From an optimization exercise on the open Yosys and OpenROAD flow, aimed at small area; shortcuts taken in it are not production practice.
The RTL was checked by simulation tests, not by an equivalence proof against the original design.
Power and IR drop assume default switching activity.

==> flow/design.v <==
module aia_ief (
    input  wire       clk,
    input  wire       rst,           
    input  wire [5:0] btn_n,         
    input  wire [3:0] enc,           
    input  wire       ir_in,         
    input  wire [2:0] host_op,       
    output reg  [7:0] host_rsp,      
    output wire       evt_pending    
);
    localparam integer T_LEAD_MIN = 2100;
    localparam integer T_LEAD_MAX = 2700;
    localparam integer T_ZERO_MIN = 450;
    localparam integer T_ZERO_MAX = 749;
    localparam integer T_ONE_MIN  = 900;
    localparam integer T_ONE_MAX  = 1499;
    localparam integer T_TIMEOUT  = 40000;
    localparam integer T_DEBOUNCE = 10000;
    localparam integer T_PRESS    = 10000;
    localparam integer T_SETTLE   = 2000;
    localparam integer T_DB_MAX   = 1000000;
    localparam integer T_EN_MAX   = 40000;
    localparam [4:0]   RX_ADDR    = 5'd1;
    localparam [2:0] OP_NOP   = 3'd0;
    localparam [2:0] OP_INIT  = 3'd1;
    localparam [2:0] OP_POP   = 3'd2;
    localparam [2:0] OP_PEEK  = 3'd3;
    localparam [2:0] OP_ISANY = 3'd4;
    localparam [2:0] IR_IDLE     = 3'd0;
    localparam [2:0] IR_SYNC_LOW = 3'd1;
    localparam [2:0] IR_SYNC_GAP = 3'd2;
    localparam [2:0] IR_BIT_GAP  = 3'd3;
    localparam [2:0] IR_BIT_LOW  = 3'd4;
    localparam [2:0] IR_REL      = 3'd5;
    localparam [1:0] PC_IDLE   = 2'd0;
    localparam [1:0] DB_QUAL   = 2'd1;
    localparam [1:0] DB_REL    = 2'd2;
    localparam [1:0] EN_SETTLE = 2'd3;
    localparam [7:0] EV_NONE     = 8'h00;
    localparam [7:0] EV_ENTER    = 8'h01;
    localparam [7:0] EV_BACK     = 8'h02;
    localparam [7:0] EV_VOL_UP   = 8'h04;
    localparam [7:0] EV_VOL_DN   = 8'h08;
    localparam [7:0] EV_SEL_LU   = 8'h10;
    localparam [7:0] EV_SEL_RD   = 8'h20;
    localparam [7:0] EV_DIR_UP   = 8'h40;
    localparam [7:0] EV_DIR_DN   = 8'h41;
    localparam [7:0] EV_DIR_LT   = 8'h42;
    localparam [7:0] EV_DIR_RT   = 8'h43;
    reg [15:0] tcnt;
    reg [15:0] icr;
    reg        ices;
    reg        icie;
    reg        ir_prev;
    reg [15:0] cap_start;
    reg [2:0]  ir_st;
    reg [15:0] ir_cnt;
    reg [3:0]  bit_idx;
    reg [11:0] pkt;
    reg        pcie;
    reg        pcif;
    reg [9:0]  pc_prev;
    reg [1:0]  pch_st;
    reg [5:0]  db_cand;
    reg [13:0] db_cnt;
    reg [19:0] db_tot;
    reg [3:0]  en_raw;
    reg [10:0] en_cnt;
    reg [15:0] en_tot;
    reg [1:0]  quad_a, quad_b;
    reg [2:0]  blips_a, blips_b;
    reg        init_a, init_b;
    reg [7:0]  evt;
    wire [5:0] m    = ~btn_n;
    wire [3:0] raw  = enc;
    wire [9:0] pins = {enc, btn_n};
    wire       fall = ir_prev & ~ir_in;
    wire       rise = ~ir_prev & ir_in;
    wire       chg  = (pins != pc_prev);
    assign evt_pending = (evt != EV_NONE);
    always @(*) begin
        host_rsp = 8'h00;
        if (!rst) begin
            case (host_op)
                OP_POP, OP_PEEK: host_rsp = evt;
                OP_ISANY:        host_rsp = {7'd0, (m != 6'd0) || (ir_st != IR_IDLE)};
                default:         host_rsp = 8'h00;
            endcase
        end
    end
    function [7:0] cmd_map;
        input [6:0] cmd;
        begin
            case (cmd)
                7'h12:   cmd_map = EV_VOL_UP;
                7'h13:   cmd_map = EV_VOL_DN;
                7'h65:   cmd_map = EV_ENTER;
                7'h63:   cmd_map = EV_BACK;
                7'h74:   cmd_map = EV_DIR_UP;
                7'h75:   cmd_map = EV_DIR_DN;
                7'h34:   cmd_map = EV_DIR_LT;
                7'h33:   cmd_map = EV_DIR_RT;
                default: cmd_map = EV_NONE;
            endcase
        end
    endfunction
    wire        cap    = icie && ((!ices && fall) || (ices && rise));
    wire [15:0] width  = tcnt - cap_start;
    wire        is_lead = (width >= T_LEAD_MIN) && (width <= T_LEAD_MAX);
    wire        is_zero = (width >= T_ZERO_MIN) && (width <= T_ZERO_MAX);
    wire        is_one  = (width >= T_ONE_MIN)  && (width <= T_ONE_MAX);
    wire [11:0] pkt_new = pkt | ({11'd0, is_one} << bit_idx);
    wire [7:0]  ir_code = cmd_map(pkt_new[6:0]);
    wire [15:0] ir_cnt_inc = ir_cnt + 16'd1;
    reg         post_ir;
    always @(posedge clk) begin
        if (rst) begin
            icr       <= 16'd0;
            ices      <= 1'b0;
            icie      <= 1'b0;
            cap_start <= 16'd0;
            ir_st     <= IR_IDLE;
            ir_cnt    <= 16'd0;
            bit_idx   <= 4'd0;
            pkt       <= 12'd0;
        end else if (host_op == OP_INIT) begin
            icie  <= 1'b1;
            ices  <= 1'b0;
            ir_st <= IR_IDLE;
        end else if (icie) begin
            if (cap) begin
                icr    <= tcnt;
                ices   <= ~ices;
                ir_cnt <= 16'd0;
                if (!ices)
                    cap_start <= tcnt;
                case (ir_st)
                    IR_IDLE, IR_SYNC_GAP:
                        ir_st <= IR_SYNC_LOW;
                    IR_SYNC_LOW:
                        if (is_lead) begin
                            bit_idx <= 4'd0;
                            pkt     <= 12'd0;
                            ir_st   <= IR_BIT_GAP;
                        end else begin
                            ir_st <= IR_SYNC_GAP;
                        end
                    IR_BIT_GAP:
                        ir_st <= IR_BIT_LOW;
                    IR_BIT_LOW:
                        if (!is_zero && !is_one) begin
                            ir_st <= IR_SYNC_GAP;                
                        end else begin
                            pkt <= pkt_new;
                            if (bit_idx == 4'd11) begin
                                if (pkt_new[11:7] != RX_ADDR)
                                    ir_st <= IR_SYNC_GAP;        
                                else
                                    ir_st <= IR_REL;
                            end else begin
                                bit_idx <= bit_idx + 4'd1;
                                ir_st   <= IR_BIT_GAP;
                            end
                        end
                    default: ;                                   
                endcase
            end else if (ir_st != IR_IDLE) begin
                ir_cnt <= ir_cnt_inc;
                if (ir_cnt_inc >= T_TIMEOUT) begin
                    ir_st <= IR_IDLE;
                    ices  <= 1'b0;
                end
            end
        end
    end
    always @(*) begin
        post_ir = 1'b0;
        if (!rst && host_op != OP_INIT && icie && cap && ir_st == IR_BIT_LOW &&
            (is_zero || is_one) && bit_idx == 4'd11 &&
            pkt_new[11:7] == RX_ADDR && ir_code != EV_NONE)
            post_ir = 1'b1;
    end
    reg        clr;
    reg        post_db;
    reg        post_a, post_b;
    reg [7:0]  code_a, code_b;
    reg [1:0]  pch_st_n;
    reg [5:0]  db_cand_n;
    reg [13:0] db_cnt_n;
    reg [19:0] db_tot_n;
    reg [3:0]  en_raw_n;
    reg [10:0] en_cnt_n;
    reg [15:0] en_tot_n;
    reg        sample;               
    reg [13:0] db_c;
    reg [10:0] en_c;
    always @(*) begin
        clr       = 1'b0;
        post_db   = 1'b0;
        sample    = 1'b0;
        pch_st_n  = pch_st;
        db_cand_n = db_cand;
        db_cnt_n  = db_cnt;
        db_tot_n  = db_tot;
        en_raw_n  = en_raw;
        en_cnt_n  = en_cnt;
        en_tot_n  = en_tot;
        db_c      = 14'd0;
        en_c      = 11'd0;
        if (pcie) begin
            case (pch_st)
                PC_IDLE: begin
                    if (pcif) begin
                        clr = 1'b1;
                        if (m != 6'd0) begin
                            db_cand_n = m;
                            db_tot_n  = 20'd0;
                            db_cnt_n  = 14'd1;
                            pch_st_n  = DB_QUAL;
                        end else begin
                            pch_st_n = EN_SETTLE;
                            en_raw_n = raw;
                            en_cnt_n = 11'd1;
                            en_tot_n = 16'd0;
                        end
                    end
                end
                DB_QUAL: begin
                    db_tot_n = db_tot + 20'd1;
                    if (m == db_cand) begin
                        db_c     = db_cnt + 14'd1;
                        db_cnt_n = db_c;
                        if (db_c >= T_PRESS) begin
                            pch_st_n = DB_REL;
                            db_cnt_n = 14'd0;
                        end else if (db_tot_n >= T_DB_MAX) begin
                            clr      = 1'b1;                
                            pch_st_n = EN_SETTLE;
                            en_raw_n = raw;
                            en_cnt_n = 11'd1;
                            en_tot_n = 16'd0;
                        end
                    end else if (m == 6'd0) begin
                        clr      = 1'b1;                    
                        pch_st_n = EN_SETTLE;
                        en_raw_n = raw;
                        en_cnt_n = 11'd1;
                        en_tot_n = 16'd0;
                    end else begin
                        db_cand_n = m;                      
                        db_cnt_n  = 14'd1;
                        if (db_tot_n >= T_DB_MAX) begin
                            clr      = 1'b1;                
                            pch_st_n = EN_SETTLE;
                            en_raw_n = raw;
                            en_cnt_n = 11'd1;
                            en_tot_n = 16'd0;
                        end
                    end
                end
                DB_REL: begin
                    db_tot_n = db_tot + 20'd1;
                    if (m != 6'd0)
                        db_c = 14'd0;
                    else
                        db_c = db_cnt + 14'd1;
                    db_cnt_n = db_c;
                    if (db_c >= T_DEBOUNCE) begin
                        post_db  = 1'b1;                    
                        clr      = 1'b1;
                        pch_st_n = EN_SETTLE;
                        en_raw_n = raw;
                        en_cnt_n = 11'd1;
                        en_tot_n = 16'd0;
                    end else if (db_tot_n >= T_DB_MAX) begin
                        clr      = 1'b1;                    
                        pch_st_n = EN_SETTLE;
                        en_raw_n = raw;
                        en_cnt_n = 11'd1;
                        en_tot_n = 16'd0;
                    end
                end
                default: begin                              
                    en_tot_n = en_tot + 16'd1;
                    if (raw == en_raw) begin
                        en_c = en_cnt + 11'd1;
                    end else begin
                        en_c     = 11'd1;
                        en_raw_n = raw;
                    end
                    en_cnt_n = en_c;
                    if (en_c >= T_SETTLE) begin
                        sample   = 1'b1;
                        pch_st_n = PC_IDLE;
                    end else if (en_tot_n >= T_EN_MAX) begin
                        pch_st_n = PC_IDLE;                 
                    end
                end
            endcase
        end
    end
    wire [1:0] q_a = {raw[1], raw[1] ^ raw[0]};
    wire [1:0] q_b = {raw[3], raw[3] ^ raw[2]};
    reg  [1:0] d_a, d_b;
    reg  [3:0] b_a, b_b;             
    reg  [2:0] blips_a_n, blips_b_n;
    always @(*) begin
        d_a    = q_a - quad_a;
        b_a    = {blips_a[2], blips_a};
        post_a = 1'b0;
        code_a = EV_NONE;
        if (d_a == 2'd1) b_a = b_a + 4'd1;
        if (d_a == 2'd3) b_a = b_a - 4'd1;
        if (b_a == 4'd4) begin
            post_a = 1'b1; code_a = EV_VOL_UP; b_a = 4'd0;
        end else if (b_a == 4'b1100) begin
            post_a = 1'b1; code_a = EV_VOL_DN; b_a = 4'd0;
        end
        if (q_a == 2'd0) b_a = 4'd0;
        blips_a_n = b_a[2:0];
        if (!init_a) post_a = 1'b0;
        d_b    = q_b - quad_b;
        b_b    = {blips_b[2], blips_b};
        post_b = 1'b0;
        code_b = EV_NONE;
        if (d_b == 2'd1) b_b = b_b + 4'd1;
        if (d_b == 2'd3) b_b = b_b - 4'd1;
        if (b_b == 4'd4) begin
            post_b = 1'b1; code_b = EV_SEL_RD; b_b = 4'd0;
        end else if (b_b == 4'b1100) begin
            post_b = 1'b1; code_b = EV_SEL_LU; b_b = 4'd0;
        end
        if (q_b == 2'd0) b_b = 4'd0;
        blips_b_n = b_b[2:0];
        if (!init_b) post_b = 1'b0;
    end
    wire step_pch = (host_op != OP_INIT);
    always @(posedge clk) begin
        if (rst) begin
            pcie    <= 1'b0;
            pcif    <= 1'b0;
            pch_st  <= PC_IDLE;
            db_cand <= 6'd0;
            db_cnt  <= 14'd0;
            db_tot  <= 20'd0;
            en_raw  <= 4'd0;
            en_cnt  <= 11'd0;
            en_tot  <= 16'd0;
            quad_a  <= 2'd0;
            quad_b  <= 2'd0;
            blips_a <= 3'd0;
            blips_b <= 3'd0;
            init_a  <= 1'b0;
            init_b  <= 1'b0;
        end else if (!step_pch) begin
            pcie   <= 1'b1;
            pcif   <= 1'b0;
            pch_st <= PC_IDLE;
        end else begin
            pcif    <= (pcif && !clr) || (pcie && chg);
            pch_st  <= pch_st_n;
            db_cand <= db_cand_n;
            db_cnt  <= db_cnt_n;
            db_tot  <= db_tot_n;
            en_raw  <= en_raw_n;
            en_cnt  <= en_cnt_n;
            en_tot  <= en_tot_n;
            if (sample) begin
                quad_a <= q_a;
                quad_b <= q_b;
                init_a <= 1'b1;
                init_b <= 1'b1;
                if (init_a) blips_a <= blips_a_n;
                if (init_b) blips_b <= blips_b_n;
            end
        end
    end
    reg [7:0] evt_n;
    always @(*) begin
        evt_n = (host_op == OP_POP) ? EV_NONE : evt;
        if (step_pch) begin
            if (post_db)          evt_n = {2'b00, db_cand};
            if (sample && post_a) evt_n = code_a;
            if (sample && post_b) evt_n = code_b;
            if (post_ir)          evt_n = ir_code;
        end
    end
    always @(posedge clk) begin
        if (rst) begin
            evt     <= EV_NONE;
            tcnt    <= 16'd0;
            pc_prev <= 10'h03F;
            ir_prev <= 1'b1;
        end else begin
            evt     <= evt_n;
            tcnt    <= tcnt + 16'd1;
            pc_prev <= pins;
            ir_prev <= ir_in;
        end
    end
endmodule
==> flow/run.sh <==
#!/bin/bash
# synth_recipe.tcl (not shown) runs the flow's synth.tcl, then flattens the netlist and writes it again
# the make line also repeats each setting of config.mk as NAME=value (left out here)
make -C /OpenROAD-flow-scripts/flow DESIGN_CONFIG=/design/flow/config.mk WORK_HOME=/design/flow/orfs CLKGATE_MAP_FILE= SYNTH_SCRIPT=/design/flow/synth_recipe.tcl finish
==> flow/config.mk <==
export PLATFORM = sky130hd
export DESIGN_NAME = aia_ief
export DESIGN_NICKNAME = aia_ief
export VERILOG_FILES = /design/flow/design.v
export SDC_FILE = /design/flow/constraint.sdc
export NUM_CORES = 4
export LEC_CHECK = 0
export CAP_MARGIN = 20
export CORE_MARGIN = 2
export CORE_UTILIZATION = 40
export PLACE_DENSITY = 0.6
export SLEW_MARGIN = 20
==> flow/constraint.sdc <==
create_clock -name core_clock -period 10.0 [get_ports {clk}]
set_input_delay 2.0000 -clock core_clock [delete_from_list [all_inputs] [get_ports {clk}]]
set_output_delay 2.0000 -clock core_clock [all_outputs]
set_load 0.01 [all_outputs]
==> run summary <==
flip-flops by register name, indices dropped and copies added (netlist names), 4 cells and up:
| signal | flops |
|---|---|
| db_cnt | 14 |
| pkt | 12 |
| pc_prev | 10 |
| cap_start | 16 |
| db_tot | 20 |
| bit_idx | 4 |
| en_cnt | 11 |
| en_raw | 4 |
| en_tot | 16 |
| tcnt | 16 |
| db_cand | 6 |
| evt | 8 |
| ir_cnt | 16 |
cells by family after synthesis:
logic type / after synthesis / synth area share [%]
DFF: 173 / 32.5
muxes: 14 / 1.33
and+or+nand+nor: 624 / 29.1
AOI/OAI and AO/OA: 379 / 21.9
xor gates and xnor gates: 73 / 6.07
buffers and inverters: 117 / 4.38
adders and majority gates: 39 / 4.65
layer usage:
layer / track usage, % / part of all wire, % / wire [um]
met5: 0 / 0 / 0
met1: 23.9 / 47 / 12100
met2: 32.0 / 48 / 12300
met4: 4.73 / 1.5 / 375
met3: 2.67 / 3.0 / 763
placed cells by master (no fill, tap or decap), types with 15 or more instances in the layout:
cell               n
clkbuf_16         17
nand4_1           15
nand3_1           51
dfxtp_1          173
nor2_1           195
xnor2_1           33
nand3b_1          20
nor3_1            26
ha_1              38
or3_1             16
and2_1            16
a21oi_1          142
o21ai_0           86
inv_1             46
a31oi_1           21
xor2_1            39
nand2_1          139
a211oi_1          15
and3_1            47
clkdlybuf4s50_1   23
tightest hold or removal path: stages, from the launching register on:
cell and delay (ns):
dfxtp_1 0.31, nand2_1 0.05, a21oi_1 0.05
Yosys cell counts, types with 7 or more instances:
library cell / number / area share [%]
a22oi_1: 12 / 0.85
nor3b_1: 12 / 0.85
nand3_1: 51 / 2.4
nand2_1: 139 / 4.9
a21o_1: 8 / 0.56
o21ai_0: 86 / 4.0
nor4_1: 11 / 0.65
a21oi_1: 142 / 6.7
dfxtp_1: 173 / 33
nand4_1: 15 / 0.88
a41oi_1: 7 / 0.58
nand3b_1: 20 / 1.4
clkbuf_1: 58 / 2.0
nor2_1: 195 / 6.9
o211ai_1: 12 / 0.85
inv_1: 46 / 1.6
and2_1: 16 / 0.94
or2_2: 12 / 0.70
nand4b_1: 10 / 0.82
xor2_1: 39 / 3.2
xnor2_1: 33 / 2.7
nand2b_1: 12 / 0.70
nor3_1: 26 / 1.2
o21a_1: 7 / 0.49
or4_1: 7 / 0.49
nor2b_1: 14 / 0.82
a211oi_1: 15 / 1.1
ha_1: 38 / 4.5
or3_1: 16 / 0.94
and3_1: 47 / 2.8
a31oi_1: 21 / 1.2
mux2i_1: 13 / 1.2
worst max-delay path by stage:
stage                   from          end  slack, ns  cells after the start
detailed placement  btn_n[5]  host_rsp[0]       3.73                      7
global route        btn_n[5]  host_rsp[0]       3.59                      7
finish              btn_n[5]  host_rsp[0]       3.71                      7
CTS                 btn_n[5]  host_rsp[0]       3.73                      7
floorplan             enc[1]       evt[6]       4.79                     19
global placement    btn_n[5]  host_rsp[0]       3.78                      7
layout make-up:
type / count / area share (%)
multi-input cells: 1129 / 57.9
diodes: 1 / 0.0215
clock buffers: 19 / 3.88
clock inverters: 12 / 1.17
repair buffers: 28 / 2.30
well taps: 335 / 3.59
flip-flops and latches: 173 / 29.7
inverters: 46 / 1.48
metrics by stage:
stage	worst slack [ns]	area [um^2]	hold slack (ns)	cells	power, mW
6_report	3.71	11700	0.455	1743	1.49
5_1_grt	3.59	11700	0.470	1742	1.55
4_1_cts	3.73	11700	0.457	1742	1.51
3_5_place_dp	3.73	11100	0.448	1711	0.825
3_3_place_gp	3.78	11100	0.443	1711	0.825
2_1_floorplan	4.79	10700	0.436	1419	0.796
power groups by stage:
stage / clock network, mW / registers, mW / logic, mW
4_1_cts: 0.698 / 0.698 / 0.112
3_3_place_gp: 0 / 0.714 / 0.111
5_1_grt: 0.724 / 0.699 / 0.123
3_5_place_dp: 0 / 0.714 / 0.111
6_report: 0.678 / 0.698 / 0.111
2_1_floorplan: 0 / 0.712 / 0.0839
==> out/results.txt <==
Post-CTS setup repair buffer count - 0
Syn nets - 1474
Initial DRC Count - 777
Worst path top cell family by delay - buffers and inverters
CP peak stage delay - 0.64 ns
TritonCTS sink count - 173
Die height - 167 um
Worst min path class - flop to flop
Core ar. - 26100 um^2
R2R Setup Slk - 5.36 ns
I/O pins - 25
Leak pwr - 4.15 nW
Maximum VDD drop - 0.0980 mV
Psw - 0.371 mW
Root buffer cell - clkbuf_16
Drt pass-1 iters - 16
Sequential standard cell area - 3460 um^2
Sw Ratio - 24.9%
Clk_skew - 0.0169 ns
Setup TNS - 0 ns
Drt wl/cell - 14.6 um
CP Launch Type - primary input
Hold-critical path endpoint - cap_start[3]
Fin. max-slew vios - 0
Global-route wire length before repair - 43600 um
EDFF count, synth - 0
Fmax - 159 MHz
Fin crit share - 62.9%
Cells after synthesis - 1419
Fraction of registers with async set/reset - 0%
Yosys warns - 1
Seq pwr share - 46.9%
Largest net degree at the start of global routing - 78
Cell Area, Synth - 10700 um^2
Count of final setup violators - 0
Clock group share of total power - 45.6%
Routability Congestion - 0.867
Max_slew headroom - 30.9%
Hold_sp - cap_start[3]
Worst-path fanout max - 9
Unrepaired setup endpoints after global routing - no
#FFs+latches synth - 173
Initial Utilization - 40.8%
Cell Int Power - 1.12 mW
Final ANT Viol Nets - 0
Antenna violations before repair - 1
CP Data Arrival Time - 4.29 ns
Residual DRC - 0
Vias/cell - 5.63
Ys flop type - dfxtp_1
Site Rows - 59
Status - no timing/DRC/antenna violations
Critical R2R Launch - tcnt[0]
Worst skew pair latency - 0.43 ns
CTS H-tree depth - 4
Avg Inst Size Synth - 7.51 um^2
CTS Buf Count - 17
Hold depth - 2
Worst r2r path cells - 15
Most used cell, CP - clkdlybuf4s50_1
PwrDens - 128 nW/um^2
Total of max-cap violations - 0
Nets@finish - 1450
Crit-path cells - clkdlybuf4s50_1 -> nand4_1 -> nor2_1 -> nand2_1 -> nand3_1 -> a21oi_1 -> clkdlybuf4s50_1
Crit path max-delay cell type - nor2_1
Post-layout min period - 6.29 ns
I/O Buffers - 24
TritonCTS clock tree - built
Fillcell total - 2625
Vias - 9812
CP Capture Type - output port
Post-CTS sizing - 0
Combinational Power Share - 7.5%
Final core utilization - 44.6%
Multi-input logic area - 6750 um^2
Clock Tree Buf Depth - 2
Post-synthesis sequential area ratio - 32.5%
Clk slew on worst S/H paths - 0.07 ns
Layout cells sized above 1 - 4.90%
Total wire length - 25500 um
Die area - 27900 um^2
P&R area growth vs syn - 9.50%
Dpl hpwl - 17800 um
Reg-to-Reg End - evt[4]
Synth unique cells - 82
Final Hold Viols - 0
Worst path required time - 8.00 ns
Vias in the first global route - 8933
Die X - 167 um
Total GRT Usage - 18.4%
Hold_buf cts - 0
Global route overflow - 0
Worst slew pin tran - 1.03 ns
Buffer and inverter count on the worst path - 2
Worst Setup Path Type - primary input to output port

## separate check: timing with driven ports
The results above use ideal ports. As a check the final layout listed here was re-extracted and re-timed, cells and wires unchanged. Step 1 assumes that a clkbuf_16 drives the clock port and a buf_2 every other input. Step 2 moves the port delays by t, midway between the first and last clock arrival at a register: inputs arrive t later, outputs are due t later. That takes back most of the time a late clock gives input paths. Three values: ideal, step 1, step 2; two values: the first two.
shift t [ns]: 0.473
slack for setup (ns): 3.705 / 3.683 / 3.683
latest minus earliest clock arrival (ns): 0.017 / 0.017
After both steps this run still meets setup and hold. The setup slack of this run moves by -0.022 ns with the drivers and by -0.022 ns with both steps.
